This design comes from an exercise in tuning for small area, a short achievable clock period and few clock cycles on the open sky130 flow, not from production work.
Only simulation tests tie the RTL to the original design; equivalence was not proved.
No activity file was given, so power comes from the tool's default toggle rates.

## huff_codegen
module huff_codegen (
    input  wire        clk,
    input  wire        rst,
    input  wire        start,
    input  wire [8:0]  src_len,
    input  wire        in_valid,
    output wire        in_ready,
    input  wire [7:0]  in_data,
    output wire        busy,
    output wire        out_valid,
    input  wire        out_ready,
    output wire [7:0]  out_value,
    output wire [7:0]  out_len,
    output wire [15:0] out_code
);
    localparam ST_IDLE  = 3'd0;
    localparam ST_LOAD  = 3'd1;
    localparam ST_MERGE = 3'd2;
    localparam ST_TDI   = 3'd3;
    localparam ST_TD    = 3'd4;
    localparam ST_OUT   = 3'd5;
    reg [2:0] state;
    reg       bz;           
    wire s_load  = (state == ST_LOAD);
    wire s_merge = (state == ST_MERGE);
    wire s_td    = (state == ST_TD);
    wire s_out   = (state == ST_OUT);
    integer i;
    function [3:0] tadd;
        input [3:0] a, b;
        begin
            tadd[0] = a[0] | b[0];
            tadd[1] = a[1] | b[1] | (a[0] & b[0]);
            tadd[2] = a[2] | b[2] | (a[1] & b[0]) | (a[0] & b[1]);
            tadd[3] = a[3] | b[3] | (a[2] & b[0]) | (a[1] & b[1]) | (a[0] & b[2]);
        end
    endfunction
    function [3:0] tsum16;
        input [63:0] x;
        reg [3:0] a [0:15];
        integer k, s;
        begin
            for (k = 0; k < 16; k = k + 1) a[k] = x[4*k +: 4];
            for (s = 1; s < 16; s = s * 2)
                for (k = 0; k < 16; k = k + 2 * s)
                    a[k] = tadd(a[k], a[k + s]);
            tsum16 = a[0];
        end
    endfunction
    reg        clr;         
    reg  [8:0] n;           
    reg        rdy_r;
    reg  [8:0] m;           
    reg  [7:0] vfirst;
    reg        iv1;         
    reg  [7:0] ca;          
    reg        v2;          
    reg  [7:0] wa;
    reg  [8:0] rcnt;
    reg        fwd;
    reg  [7:0] wlast;
    reg  [7:0] L;           
    reg  [7:0] lsel;        
    reg  [8:0] lleft;
    reg  [7:0] j;
    reg        ph;
    reg  [8:0] aw;
    reg        at;
    reg  [7:0] qn;
    reg  [1:0] bc;
    reg        rf;
    reg  [8:0] q0, q1;
    reg  [7:0] ra;
    reg        wbv;         
    reg  [7:0] wbj;
    reg  [8:0] wbw;
    reg  [1:0] wbt;
    reg  [1:0] rtypes;      
    reg  [7:0] tip, tipm1;
    reg        troot;
    reg        nv;
    reg        byp;
    reg  [9:0] bypc;
    reg  [7:0] mroot;
  ...
Size: ~38000 cells after synthesis, ~6400 flip-flops, roughly 57 I/O pins.
export LEC_CHECK = 0
export ABC_AREA = 1
export CAP_MARGIN = 40
export CORE_MARGIN = 2
export CORE_UTILIZATION = 40
export SETUP_SLACK_MARGIN = 4
export SLEW_MARGIN = 20
export SYNTH_HIERARCHICAL = 1
export SYNTH_MINIMUM_KEEP_SIZE = 0
create_clock -name core_clock -period 10.0 [get_ports {clk}]
run.sh (not shown) runs the stock make flow with config.mk's settings and CLKGATE_MAP_FILE= SYNTH_SCRIPT=/design/flow/synth_recipe.tcl, a recipe that flattens the netlist after the stock synthesis.
Testbench counts at the start, summed over its fixed seeds: cycles 15,906.
Next try:
--- a/flow/config.mk
+++ b/flow/config.mk
@@ -10,5 +10,5 @@
 export CORE_MARGIN = 2
 export CORE_UTILIZATION = 40
-export SETUP_SLACK_MARGIN = 4
+export SETUP_SLACK_MARGIN = 5
 export SLEW_MARGIN = 20
 export SYNTH_HIERARCHICAL = 1
The new run passed the timing, design-rule and antenna checks.
Clock skew is lower by 0.018 ns.
Worst setup slack gets better by 0.90 ns.
Global-route usage climbs by 1.2 points.
Design area went up slightly.
Fmax goes up by about a fifth.
Total power went up slightly.
Cell count came out higher slightly.
Hold slack degrades by 0.0037 ns.
Register-to-register slack is better by 0.90 ns.
Next try:
--- a/flow/config.mk
+++ b/flow/config.mk
@@ -7,5 +7,5 @@
 export LEC_CHECK = 0
 export ABC_AREA = 1
-export CAP_MARGIN = 40
+export CAP_MARGIN = 20
 export CORE_MARGIN = 2
 export CORE_UTILIZATION = 40
@@ -14,2 +14,3 @@
 export SYNTH_HIERARCHICAL = 1
 export SYNTH_MINIMUM_KEEP_SIZE = 0
+export TNS_END_PERCENT = 10
The changed run ran to the end with no violations; clock skew shrinks by 0.036 ns; clock power hardly moves; total power shrinks by 0.57%; register-to-register slack loses 0.13 ns; global-route usage grows by 0.10 points; via count hardly moves; count of clock-buffer cells in the layout grows by 23; sequential power hardly moves; routed wire length grows by 0.39%; synthesized area does not change; cell area shrinks by 0.40%.

Another version of the RTL of huff_codegen (not shown whole).
Size: roughly 34000 cells after synthesis, ~6400 flip-flops, about 57 I/O pins, about 360000 sq um of cells after synthesis.
clock: 10.0 ns
lec_check: 0
abc_clock_period_in_ps: 4000
cap_margin: 40
core_margin: 2
core_utilization: 50
place_density: 0.7
setup_slack_margin: 5
slew_margin: 20
synth_hierarchical: 1
synth_minimum_keep_size: 0
Testbench counts at the start, summed over its fixed seeds: cycles 15,951.
Then changed:
- CORE_UTILIZATION: 50 -> 40
- PLACE_DENSITY: 0.7 -> not set
Result:
- global-route usage decreases by 8.5 points
- count of clock-buffer cells in the layout rises by 33
- first-iteration DRC count decreases by 0.62%
- die area rises by 25%
- critical path depth came out lower by 7
- routed wire length climbs by 1.9%
- worst setup slack gains 0.023 ns

== main ==
huff_codegen, a different RTL version from the one above (not shown whole).
Size: about 39,000 cells after synthesis, about 57 I/O pins, ~340,000 um^2 of cells after synthesis.
make LEC_CHECK=0 ABC_AREA=1 CAP_MARGIN=40 CORE_MARGIN=2 CORE_UTILIZATION=40 SETUP_SLACK_MARGIN=5 SLEW_MARGIN=20 SYNTH_HIERARCHICAL=1 SYNTH_MINIMUM_KEEP_SIZE=0 finish   # period 10.0 ns
Testbench counts of main, summed over its fixed seeds: cycles 15,951.
Modified inputs, the feature branch compared to main
Settings: clearing ABC_AREA, which used to be 1; putting ABC_CLOCK_PERIOD_IN_PS at 4000 where nothing was set.
==> comparison <==
Result: PASS for each of main and the feature branch. [the feature branch] worst hold slack rose 0.026 ns relative to main. Taking main as the reference, in the feature branch total cell area at the placement stage increased by 1.3% relative to the old numbers; clock buffer instance count of the final layout increased by about 5% relative to the old numbers; critical path depth decreased by 1 relative to the old numbers; sequential cell fraction of total power increased by 4.0 points relative to the old numbers. Worst setup path startpoint = ra[0]: main; worst setup path startpoint = ra[3]: the feature branch. The higher period utilization of main and the feature branch is in the feature branch. Compared with main, the feature branch shows a higher summed area of non-filler cells in the final layout. For main, the leading cell type in the layout, fill and taps excluded was sky130_fd_sc_hd__nand2_1, unlike the feature branch, where it was sky130_fd_sc_hd__edfxtp_1.

[port drivers added, routing unchanged]
In the flow no input, the clock included, has a driving cell. The finished layouts below were timed again as built, in two steps.
Step 1 sets driving cells, clkbuf_16 on the clock port and buf_2 on the other inputs (assumed; they add their load-dependent delay and slew).
Step 2 moves the port delays by t, midway between the first and last clock arrival at a register: inputs arrive t later, outputs are due t later. That takes back most of the time a late clock gives input paths.
Slacks: ideal ports / drivers / drivers and shift; pairs: ideal ports / drivers.
run | t, ns | setup slack, ns | worst setup path after step 2 | worst slew at a driven data input, ns | cell pins on the clock port's net
the first run of note 1 | 1.306 | 3.898 / 3.898 / 3.898 | register to register | 0.43 | 1
the second run of note 1 | 1.361 | 4.795 / 4.795 / 4.795 | register to register | 0.30 | 1
the third run of note 1 | 1.352 | 4.664 / 4.664 / 4.664 | register to register | 0.31 | 1
the first run of note 2 | 1.339 | 3.974 / 3.974 / 3.974 | register to register | 0.44 | 1
the second run of note 2 | 1.345 | 3.997 / 3.997 / 3.997 | register to register | 0.58 | 1
main | 1.293 | 4.813 / 4.813 / 4.813 | register to register | 0.06 | 1
the feature branch | 1.347 | 4.795 / 4.795 / 4.610 | input to register | 0.47 | 1
After both steps every run listed still meets setup and hold. The setup slack of the feature branch, which loses most, moves by 0.000 ns with the drivers and by -0.185 ns with both steps.
